From an optimization exercise on the open Yosys and OpenROAD flow, aimed at small area; shortcuts taken in it are not production practice. Only simulation tests tie the RTL to the original design; equivalence was not proved. The clock port is modelled as an ideal driver; clocking choices that lean on that would not hold on a real chip. Power figures rest on the tool's default switching activity, not on a simulated workload.

File: flow/config.mk
export PLATFORM = sky130hd
export DESIGN_NAME = px4led
export DESIGN_NICKNAME = px4led
export VERILOG_FILES = /design/flow/design.v
export SDC_FILE = /design/flow/constraint.sdc
export NUM_CORES = 4
export LEC_CHECK = 0
export CAP_MARGIN = 20
export CORE_MARGIN = 2
export CORE_UTILIZATION = 40
export SLEW_MARGIN = 20
File: flow/constraint.sdc
create_clock -name core_clock -period 10.0 [get_ports {clk}]
set_input_delay 2.0000 -clock core_clock [delete_from_list [all_inputs] [get_ports {clk}]]
set_output_delay 2.0000 -clock core_clock [all_outputs]
set_load 0.01 [all_outputs]
File: flow/design.v
module px4led (
    input  wire clk,
    input  wire rst_n,
    input  wire scl_i,
    input  wire sda_i,
    output wire sda_oe_o,
    input  wire tick_i,
    input  wire pwm_tick_i,
    output reg  pwm_r_o,
    output reg  pwm_g_o,
    output reg  pwm_b_o,
    output reg  hb_o
);
    localparam [2:0] S_IDLE = 3'd0,
                     S_ADDR = 3'd1,
                     S_AAW  = 3'd2,    
                     S_AAR  = 3'd3,    
                     S_RX   = 3'd4,
                     S_RXA  = 3'd5,
                     S_TX   = 3'd6,
                     S_TXA  = 3'd7;
    reg [1:0] scl_sync, sda_sync;
    reg       scl_q, sda_q;
    wire      scl = scl_sync[1];
    wire      sda = sda_sync[1];
    reg [2:0] st;
    reg [8:0] sr;       
    wire c_ss   = scl_q & scl & (sda_q ^ sda);    
    wire c_rise = ~scl_q & scl;
    wire c_fall = scl_q & ~scl;
    wire st_idle = (st == S_IDLE);
    wire st_addr = (st == S_ADDR);
    wire st_aaw  = (st == S_AAW);
    wire st_aar  = (st == S_AAR);
    wire st_rx   = (st == S_RX);
    wire st_rxa  = (st == S_RXA);
    wire st_tx   = (st == S_TX);
    wire st_txa  = (st == S_TXA);
    wire rx_bound   = ~|sr[8:2];                  
    wire ev_rx_stop = c_ss & st_rx & rx_bound;
    wire ev_err     = c_ss & ~st_idle & ~st_addr & ~(st_rx & rx_bound);
    wire ev_rx_data = c_fall & st_rxa;
    wire ev_sla_r   = c_fall & st_aar;
    wire ev_tx_data = c_fall & st_txa & ~sr[0];
    assign sda_oe_o = st_aaw | st_aar | st_rxa | (st_tx & ~sr[8]);
    wire [7:0] tx_byte;
    always @(posedge clk) begin
        if (!rst_n) begin
            scl_sync <= 2'b11;
            sda_sync <= 2'b11;
            scl_q    <= 1'b1;
            sda_q    <= 1'b1;
            st       <= S_IDLE;
        end else begin
            scl_sync <= {scl_sync[0], scl_i};
            sda_sync <= {sda_sync[0], sda_i};
            scl_q    <= scl;
            sda_q    <= sda;
            if (c_ss) begin
                st <= (~sda & ~ev_err) ? S_ADDR : S_IDLE;
            end else if (c_fall) begin
                case (st)
                    S_ADDR: if (sr[8]) st <= (sr[7:1] == 7'h55) ? (sr[0] ? S_AAR : S_AAW) : S_IDLE;
                    S_AAW:  st <= S_RX;
                    S_AAR:  st <= S_TX;
                    S_RX:   if (sr[8]) st <= S_RXA;
                    S_RXA:  st <= S_RX;
                    S_TX:   if (~|sr[6:0]) st <= S_TXA;
                    S_TXA:  st <= sr[0] ? S_IDLE : S_TX;
                    default: ;
                endcase
            end
        end
    end
    always @(posedge clk) begin
        if (c_ss | (c_fall & (st_aaw | st_rxa)))
            sr <= 9'd1;
        else if (c_fall & (st_aar | (st_txa & ~sr[0])))
            sr <= {tx_byte, 1'b1};
        else if ((c_rise & (st_addr | st_rx | st_txa)) | (c_fall & st_tx))
            sr <= {sr[7:0], c_rise & sda};
    end
    reg        ready;       
    reg [3:0]  rx_len;
    reg        pm;          
    reg [1:0]  sel;         
    reg [3:0]  pb, pg, pr;  
    reg        vb, vg, vr;
    localparam [1:0] K_OTHER = 2'd0, K_AUTO = 2'd1, K_SCRIPT = 2'd2, K_SETTINGS = 2'd3;
    wire [7:0] rb    = sr[7:0];
    wire       take  = ev_rx_data & ~&rx_len;
    wire       first = (rx_len == 4'd0);
    wire [1:0] pcls  = (rb[7:2] == 6'b100000) ? rb[1:0] : 2'd0;
    wire [1:0] tgt   = (pm & ~first) ? (rx_len[0] ? sel : 2'd0)
                                     : ((rx_len[3:2] == 2'd0) ? rx_len[1:0] : 2'd0);
    always @(posedge clk) begin
        if (!rst_n) begin
            ready  <= 1'b0;
            rx_len <= 4'd0;
        end else begin
            ready <= ev_rx_stop;
            if (ready | ev_err)
                rx_len <= 4'd0;
            else if (take)
                rx_len <= rx_len + 4'd1;
        end
    end
    always @(posedge clk) begin
        if (take) begin
            if (first) begin
                pm  <= (pcls != 2'd0);
                sel <= (pcls != 2'd0)   ? pcls :
                       (rb == 8'h01)    ? K_AUTO :
                       (rb == 8'hAA)    ? K_SCRIPT :
                       (rb == 8'h84)    ? K_SETTINGS : K_OTHER;
                vb  <= 1'b0;
                vg  <= 1'b0;
                vr  <= 1'b0;
            end else if (pm & ~rx_len[0]) begin
                sel <= pcls;
            end
            if (tgt == 2'd1) begin pb <= rb[3:0]; vb <= 1'b1; end
            if (tgt == 2'd2) begin pg <= rb[3:0]; vg <= 1'b1; end
            if (tgt == 2'd3) begin pr <= rb[3:0]; vr <= 1'b1; end
        end
    end
    reg [3:0] red, green, blue;    
    reg       powersave, enable;
    reg [3:0] rcnt;                
    reg [5:0] hcnt;                
    wire refresh_due = (rcnt == 4'd0);
    wire heart_due   = refresh_due & (hcnt == 6'd49);
    wire n_zero      = (rx_len == 4'd0);
    wire n_ge2       = |rx_len[3:1];
    wire do_cmd      = ready & ~n_zero;
    wire do_colour   = do_cmd & (pm | ((sel == K_AUTO) & (rx_len == 4'd4)));
    wire do_script   = do_cmd & ~pm & (sel == K_SCRIPT) & n_ge2;
    wire do_settings = do_cmd & ~pm & (sel == K_SETTINGS) & n_ge2;
    wire load_reply  = refresh_due | (ready & n_zero);
    always @(posedge clk) begin
        if (!rst_n) begin
            red       <= 4'd0;
            green     <= 4'd0;
            blue      <= 4'd0;
            powersave <= 1'b0;
            enable    <= 1'b0;
            hb_o      <= 1'b0;
            rcnt      <= 4'd10;
            hcnt      <= 6'd0;
        end else begin
            rcnt <= (refresh_due ? 4'd10 : rcnt) - {3'd0, tick_i};
            if (refresh_due)
                hcnt <= (hcnt == 6'd49) ? 6'd0 : hcnt + 6'd1;
            if (heart_due)
                hb_o <= ~hb_o;
            if (do_script) begin
                red   <= 4'd0;
                green <= 4'd0;
                blue  <= 4'd0;
            end
            if (do_colour & vb) blue  <= pb;
            if (do_colour & vg) green <= pg;
            if (do_colour & vr) red   <= pr;
            if (do_settings) begin
                powersave <= pb[0];
                enable    <= pb[1];
            end
        end
    end
    reg       tv;           
    reg [5:0] s0;           
    reg [7:0] s1;           
    reg [1:0] cur;          
    wire [1:0] cur_e = ev_sla_r ? 2'd0 : cur;
    assign tx_byte = ~tv          ? 8'h00 :
                     (cur_e == 2'd0) ? {2'b00, s0} :
                     (cur_e == 2'd1) ? s1 : 8'h00;
    always @(posedge clk) begin
        if (!rst_n)
            tv <= 1'b0;
        else if (load_reply)
            tv <= 1'b1;
    end
    always @(posedge clk) begin
        if (load_reply) begin
            s0 <= {enable, powersave, blue};
            s1 <= {green, red};
        end
        if (ev_sla_r | ev_tx_data)
            cur <= (tv & ~cur_e[1]) ? cur_e + 2'd1 : cur_e;
    end
    reg [7:0] phase;
    wire      lowz = (phase[3:0] == 4'd0);
    wire      hz   = (phase[7:4] == 4'd0);
    always @(posedge clk) begin
        if (!rst_n) begin
            phase   <= 8'd0;
            pwm_r_o <= 1'b0;
            pwm_g_o <= 1'b0;
            pwm_b_o <= 1'b0;
        end else if (pwm_tick_i) begin
            phase <= phase + 8'd1;
            if (lowz) begin
                if (hz)                        pwm_r_o <= |red;
                else if (phase[7:4] == red)    pwm_r_o <= 1'b0;
                if (hz)                        pwm_g_o <= |green;
                else if (phase[7:4] == green)  pwm_g_o <= 1'b0;
                if (hz)                        pwm_b_o <= |blue;
                else if (phase[7:4] == blue)   pwm_b_o <= 1'b0;
            end
        end
    end
endmodule
File: flow/flow/run.sh
#!/bin/bash
# The standard layout (standard.sh) with three changes: ports are buffered
# with sky130_fd_sc_hd__buf_1, clock tree synthesis adds no dummy loads, and
# gates off the critical paths are downsized after global routing.
set -euo pipefail
export CTS_ARGS="-sink_clustering_enable -repair_clock_nets -dont_use_dummy_load"
export BUFFER_PORTS_ARGS="-buffer_cell sky130_fd_sc_hd__buf_1"
export RECOVER_POWER=100
bash standard.sh > standard_flow.log 2>&1
File: flow/standard.sh
#!/bin/bash
# synth_recipe.tcl (not shown) runs the flow's synth.tcl, then flattens the netlist and writes it again
# the make line also repeats each setting of config.mk as NAME=value (left out here)
make -C /OpenROAD-flow-scripts/flow DESIGN_CONFIG=/design/flow/config.mk WORK_HOME=/design/flow/orfs CLKGATE_MAP_FILE= SYNTH_SCRIPT=/design/flow/synth_recipe.tcl "${@:-finish}"
==> run summary, run 1 <==
Detailed routing:
- The total detailed-routing wirelength is 8.45 mm.
- The number of search-and-repair iterations in the first detailed-routing pass is 4.
- Dividing the detail-routed wire length by the instance count gives 15.0 microns.
- After detailed routing, the number of vias per cell comes to 5.36.
- The first-iteration detailed-routing DRC count is 149.
- In the routed design, unresolved DRC markers number 0.
- Once detail routing completed, the nets flagged for antenna violations numbered 0.
- The final route contains 3014 vias.

Clocking:
- TritonCTS built the clock tree.
- For the worst-skew pair, the clock arrives at the later sink with an insertion delay of 350 ps.
- The clock-pin slew on the worst setup and hold paths is 70 ps.
- In this run the clock root is driven by a sky130_fd_sc_hd__clkbuf_8.
- The number of hold buffers added after CTS was 0.
- Once the clock tree was built, the resizer swapped 0 gates to a different size.
- The total number of H-tree levels is 3.
- The number of buffers inserted to repair setup after CTS is 0.
- The maximum count of clock buffers along a single path is 2.
- Buffers inserted during clock tree synthesis total 9.
- The tree built by TritonCTS fans out to 94 sinks.

Worst setup path:
- The worst setup path is of the reg2out kind.
- The end point of the critical path is sda_oe_o.
- The largest single stage delay on the critical path is 640 ps.
- The maximum fanout along the worst path is 15.
- The required time reported for the critical path endpoint is 8000 ps.
- The end of the worst register-to-register path is pr[3]$_DFFE_PP_.
- The endpoint kind of the worst setup timing path is an output port.
- The worst setup path is launched from a flop.
- The arrival time at the worst endpoint is 1430 ps.
- The register-to-register setup slack is 7300 ps.
- The worst register-to-register path has a depth of 6.
- The critical path launch point is st[0]$_SDFFE_PN0P_.
- In this run the critical register-to-register path is launched from rx_len[0]$_SDFFE_PP0P_.
- Walking the worst path, the cells encountered are nand3b_1 > nand2_1 > buf_1.
- The slowest stage of the critical path belongs to the cell sky130_fd_sc_hd__dfxtp_1.

Global route:
- The pin count of the biggest net entering global routing is 31.
- The number of antenna violations at the first check in global routing is 0.
- The first-pass GRT wire length is 14.2 mm.
- For this run, the total global-route usage over all layers was measured as 0.157.
- The number of global-route vias before repair is 2919.
- Summed over all layers, the global routing overflow is 0.

Synth:
- The primary flip-flop cell chosen by synthesis mapping is sky130_fd_sc_hd__dfxtp_1.
- The synthesized design contains 94 register bits.
- Synthesis produced a netlist whose cell count is 427.
- The total of warnings raised by yosys is 1.
- For this run, the register share of the synthesized area comes to 0.514.
- In this run the mean area of a mapped cell was 10.1 sq um.
- The share of flip-flops with an asynchronous set or reset is 0.
- Counting every net in the synthesized netlist gives 443.
- Counting distinct cell types in the post-synthesis netlist gives 60.
- The number of enable-type register cells in the synthesized netlist is 34.
- Summing every instance area after synthesis gives 0.00432 sq mm.

Timing:
- The final worst-path setup slack is 6570 ps.
- The final-layout worst hold slack is 405 ps.
- On the final layout, the worst clock skew is 22.3 ps.
- The worst relative slew slack is 0.361.
- The number of pins with negative max-slew slack in the final report is 0.
- The total setup violations reported at the end of the flow is 0.
- For the final routed database, the setup TNS stands at 0 ps.
- The final hold violation count is 0.
- Setup repair after global routing left no endpoint under its margin.
- The time the worst path needs with I/O delays and setup is 3430 ps.
- Of the available clock period, the critical path in the final layout requires 0.343.
- The measured slew at the worst slew-check pin is 957 ps.
- Derived from the worst setup path, the maximum achievable clock frequency is 292 MHz.

Floorplanning:
- The core region is 0.0104 sq mm.
- The number of standard-cell rows in the floorplan is 37.
- The area of the die is 0.0117 sq mm.
- In this run the vertical extent of the chip is 108 microns.
- In this run the count of I/O pins placed on the die edge is 11.
- The die boundary width is 108 microns.
- The initial core utilization is 0.415.

Power:
- The peak supply drop is 0.0000995 V.
- The total power per unit cell area is 136 mW/mm^2.
- The switching fraction of total power is 0.212.
- Summed over all cells, the static leakage comes to 1.60 nW.
- Cell internal power was estimated by the tool at 0.489 mW.
- The share of total power dissipated in the clock network is 0.309.
- The analysis attributes to net switching a power of 0.131 mW.
- The share of power burned in combinational logic is 0.037.
- The sequential group share of total power is 0.654.
- The design draws 0.621 mW.

Placement:
- The number of placed instances, taps included, is 553.
- Summed over all nets, the half-perimeter wirelength after detailed placement is 5.97 mm.
- The placement-stage cell area is 0.00444 sq mm.
- The post-placement setup slack is 6320 ps.
- During placement, the flow inserted port buffers numbering 10.
- The congestion estimate from routability-driven global placement came to 0.830.

Cells and area:
- The commonest non-fill, non-tap cell in the layout is sky130_fd_sc_hd__dfxtp_1.
- The number of antenna diodes in the final layout is 0.
- The finished cells cover 0.00455 sq mm.
- The final net count is 444.
- The finished layout holds 562 standard cells, fillers aside.
- In the layout the commonest cells are sky130_fd_sc_hd__dfxtp_1 (60), sky130_fd_sc_hd__nor2_1 (38), sky130_fd_sc_hd__nand2_1 (34), sky130_fd_sc_hd__edfxtp_1 (34), sky130_fd_sc_hd__a21oi_1 (33).
- The core occupancy in the finished layout is 0.437.
- From synthesis to final layout, the design area changed by 5.33%.
- The number of filler cells placed in the layout is 1009.
- The share of final-layout standard cells stronger than drive strength 1 is 0.0305.

Outcome:
- The run finished with no timing, DRC or antenna violations.

Min path:
- The path class of the lowest-slack min-delay path is reg2reg.

Run:
- The number of max-cap violations is 0.
==> worst max-delay path: cells and delay by family, from the launching register on <==
kind                   cells  cell delay (ps)
buffers and inverters      1              150
DFF                        1              640
and+or+nand+nor            2              290
==> power groups by stage <==
stage,Combinational [mW],Clock (mW),Sequential (mW)
final,0.0228,0.192,0.406
after CTS,0.0233,0.199,0.406
after detailed placement,0.0231,0,0.415
after global placement,0.0224,0,0.415
after global routing,0.0263,0.214,0.407
after floorplan,0.0193,0,0.412
==> routing by layer <==
metal | routed length, microns | track usage | vias up
li1 | - | - | 1530
met1 | 4240 | 0.220 | 1436
met2 | 3900 | 0.240 | 37
met3 | 186 | 0.0217 | 11
met4 | 136 | 0.0742 | 0
met5 | 0 | 0 | -
==> synth_stat cells, types with 4 or more instances <==
cell / number / area [sq um]
sky130_fd_sc_hd__nand2b_1: 11 / 68.8
sky130_fd_sc_hd__nor2b_1: 4 / 25.0
sky130_fd_sc_hd__and3_1: 6 / 37.5
sky130_fd_sc_hd__inv_1: 16 / 60.1
sky130_fd_sc_hd__nor3b_1: 7 / 52.6
sky130_fd_sc_hd__nand2_1: 34 / 128
sky130_fd_sc_hd__nand3_1: 9 / 45.0
sky130_fd_sc_hd__a21oi_1: 32 / 160
sky130_fd_sc_hd__edfxtp_1: 34 / 1020
sky130_fd_sc_hd__clkbuf_1: 13 / 48.8
sky130_fd_sc_hd__or3_1: 5 / 31.3
sky130_fd_sc_hd__nand3b_1: 17 / 128
sky130_fd_sc_hd__a22o_1: 5 / 43.8
sky130_fd_sc_hd__xnor2_1: 17 / 149
sky130_fd_sc_hd__nand4_1: 8 / 50.1
sky130_fd_sc_hd__nor2_1: 38 / 143
sky130_fd_sc_hd__ha_1: 10 / 125
sky130_fd_sc_hd__o21ai_0: 11 / 55.1
sky130_fd_sc_hd__dfxtp_1: 60 / 1200
sky130_fd_sc_hd__a211oi_1: 8 / 60.1
sky130_fd_sc_hd__xor2_1: 12 / 105
sky130_fd_sc_hd__nor3_1: 9 / 45.0
sky130_fd_sc_hd__mux2i_1: 9 / 90.1
==> cell families (layout without fill, tap and decap cells) <==
logic type / Yosys count / after routing / share of synthesized area
AOI/OAI and AO/OA: 89 / 89 / 0.142
xor gates and xnor gates: 29 / 29 / 0.0588
adders and majority gates: 11 / 11 / 0.0313
buffers and inverters: 36 / 35 / 0.0353
DFF: 94 / 94 / 0.514
muxes: 9 / 9 / 0.0208
and+or+nand+nor: 159 / 159 / 0.198
==> registers in the layout, indices dropped and copies added, names as in the netlist, 3 cells and up <==
signal	flops
blue	4
s0	6
st	3
green	4
rx_len	4
pr	4
sr	9
pg	4
red	4
pb	4
s1	8
rcnt	4
phase	8
hcnt	6
==> final cells by class <==
cell class	count	area, sq um	share of cell area
sequential	94	2220	0.488
inverter	16	60.1	0.0132
timing repair buffer	10	37.5	0.00824
clock buffer	9	124	0.0272
multi-input combinational	297	1940	0.426
tap	136	170	0.0374
==> worst min-delay path by stage <==
stage	end	cells after the start	start
CTS	sda_sync[1]$_SDFF_PN1_	1	sda_sync[0]$_SDFF_PN1_
floorplan	scl_sync[1]$_SDFF_PN1_	1	scl_sync[0]$_SDFF_PN1_
finish	scl_sync[1]$_SDFF_PN1_	1	scl_sync[0]$_SDFF_PN1_
global route	scl_sync[1]$_SDFF_PN1_	1	scl_sync[0]$_SDFF_PN1_
global placement	sda_sync[1]$_SDFF_PN1_	1	sda_sync[0]$_SDFF_PN1_
detailed placement	sda_sync[1]$_SDFF_PN1_	1	sda_sync[0]$_SDFF_PN1_
==> run 2, diff against run 1 <==
==> flow/flow/run.sh (replaced) <==
#!/bin/bash
# The standard layout (the standard.sh) with two changes:
#  * ports are buffered with sky130_fd_sc_hd__buf_1;
#  * the clock tree is a single clock buffer driving every register
#    (flow/cts_single.tcl replaces TritonCTS inside ORFS's cts step).
set -euo pipefail
here=$(pwd)
export BUFFER_PORTS_ARGS="-buffer_cell sky130_fd_sc_hd__buf_1"
export PRE_CTS_TCL="$here/flow/cts_single.tcl"
export CTS_BUF_CELL_SINGLE="${CTS_BUF_CELL_SINGLE:-sky130_fd_sc_hd__clkbuf_16}"
bash standard.sh > standard_flow.log 2>&1
==> flow/flow/cts_single.tcl (new file) <==
# Sourced by ORFS's cts.tcl before clock_tree_synthesis: replaces it with a
# one-buffer clock tree. The clock port drives one clock buffer, placed at the
# centre of the registers, which drives every register clock pin.
rename clock_tree_synthesis orfs_clock_tree_synthesis
proc clock_tree_synthesis {args} {
  set block [ord::get_db_block]
  set clk_port [lindex [get_ports clk] 0]
  set net [$block findNet [get_full_name $clk_port]]
  set sx 0.0; set sy 0.0; set n 0
  foreach it [$net getITerms] {
    set inst [$it getInst]
    set box [$inst getBBox]
    set sx [expr {$sx + ([$box xMin] + [$box xMax]) / 2.0}]
    set sy [expr {$sy + ([$box yMin] + [$box yMax]) / 2.0}]
    incr n
  }
  set dbu [$block getDbUnitsPerMicron]
  set x [expr {$sx / $n / $dbu}]
  set y [expr {$sy / $n / $dbu}]
  puts "single-buffer clock tree: $n sinks, buffer at ($x, $y)"
  insert_buffer -buffer_cell $::env(CTS_BUF_CELL_SINGLE) -net [$net getName] \
    -location [list $x $y] -buffer_name clkbuf_0_clk -net_name clknet_0_clk
  set cnet [$block findNet clknet_0_clk]
  $cnet setSigType CLOCK
  $net setSigType CLOCK
  set_propagated_clock [all_clocks]
}
==> run summary, run 2 <==
Synth:
- Averaged over all synthesized cells, the footprint is 10.1 sq um.
- By count the netlist is led by sky130_fd_sc_hd__dfxtp_1 (60), sky130_fd_sc_hd__nor2_1 (38), sky130_fd_sc_hd__edfxtp_1 (34), sky130_fd_sc_hd__nand2_1 (34), sky130_fd_sc_hd__a21oi_1 (32).
- Summed over all instances, the cell type with the most area after synthesis is sky130_fd_sc_hd__dfxtp_1.
- The number of cells produced by synthesis is 427.
- The synthesized design contains 34 enable-type register cells.
- The share of flip-flops with an asynchronous set or reset is 0.
- Synthesis inferred 94 register bits.
- Synthesis instantiated 60 different standard cells from the library.
- The cell with the most instances after synthesis is sky130_fd_sc_hd__dfxtp_1.
- The number of nets handed over by synthesis was 443.
- The total of warnings raised by yosys is 1.
- The cell area after technology mapping is 0.00432 sq mm.
- The share of the Yosys chip area taken by registers is 0.514.
- The primary flip-flop cell chosen by synthesis mapping is sky130_fd_sc_hd__dfxtp_1.
- The proportion of netlist area held by the largest area contributor is 0.278.
- Ranked by total cell area, the synthesized netlist is headed by sky130_fd_sc_hd__dfxtp_1 (28%), sky130_fd_sc_hd__edfxtp_1 (24%), sky130_fd_sc_hd__a21oi_1 (3.7%).

Placement:
- The placer congestion estimate is 0.830.
- After detailed placement, the design holds a cell count of 553.
- The placed instances occupy a cell area of 0.00444 sq mm.
- At the placement stage, the worst setup path has a slack of 6320 ps.
- The post-DP HPWL is 5.97 mm.
- Input and output buffers added on the ports amount to 10.

Floorplanning:
- The initial utilization of the core area, before any placement, comes to 0.415.
- The die boundary width is 108 microns.
- After floorplanning, the core was divided into 37 placement rows.
- 11 I/O pins were placed.
- Measured along the y axis, the die boundary spans 108 microns.

Outcome:
- The flow stopped in 4_1_cts.
- The run stopped with a tool error.
- The tool reported: "Error: cts.tcl, 36 invalid command name ”NULL”".
-- run 2: cell counts after synthesis --
No cell type changed its count.
-- run 2: how the worst max path moves through the flow --
stage,slack (ps),endpoint,depth (start not counted)
after floorplan,7010,phase[7]$_SDFFE_PN0P_,4
after detailed placement,6320,st[0]$_SDFFE_PN0P_,3
after global placement,6530,st[0]$_SDFFE_PN0P_,3
-- run 2: power by group through the flow --
stage / sequential, mW / clock (mW) / combinational [mW]
floorplan: 0.412 / 0 / 0.0193
global placement: 0.415 / 0 / 0.0224
detailed placement: 0.415 / 0 / 0.0231
-- run 2: logic make-up after synthesis --
group / share of synthesized area
DFF: 0.514
adders and majority gates: 0.0313
AOI/OAI and AO/OA: 0.142
and+or+nand+nor: 0.198
buffers and inverters: 0.0353
xor gates and xnor gates: 0.0588
muxes: 0.0208

-- port drivers added, routing unchanged --
How much do the figures lean on ideal ports? The routed layout below was timed once more, with nothing changed but the port constraints. Step 1 sets driving cells, clkbuf_16 on the clock port and buf_2 on the other inputs (assumed; they add their load-dependent delay and slew). Step 2 moves the port delays by t, midway between the first and last clock arrival at a register: inputs arrive t later, outputs are due t later. That takes back most of the time a late clock gives input paths. Three values: no drivers, after step 1, after step 2; two values: the first two.
run: run 1
shift t [ns]: 0.376
slack for setup (ns): 6.573 / 6.540 / 6.362
worst setup path after step 2: input to register
latest minus earliest clock arrival (ns): 0.022 / 0.022
After both steps run 1 still meets setup and hold. The setup slack of run 1 moves by -0.033 ns with the drivers and by -0.211 ns with both steps.
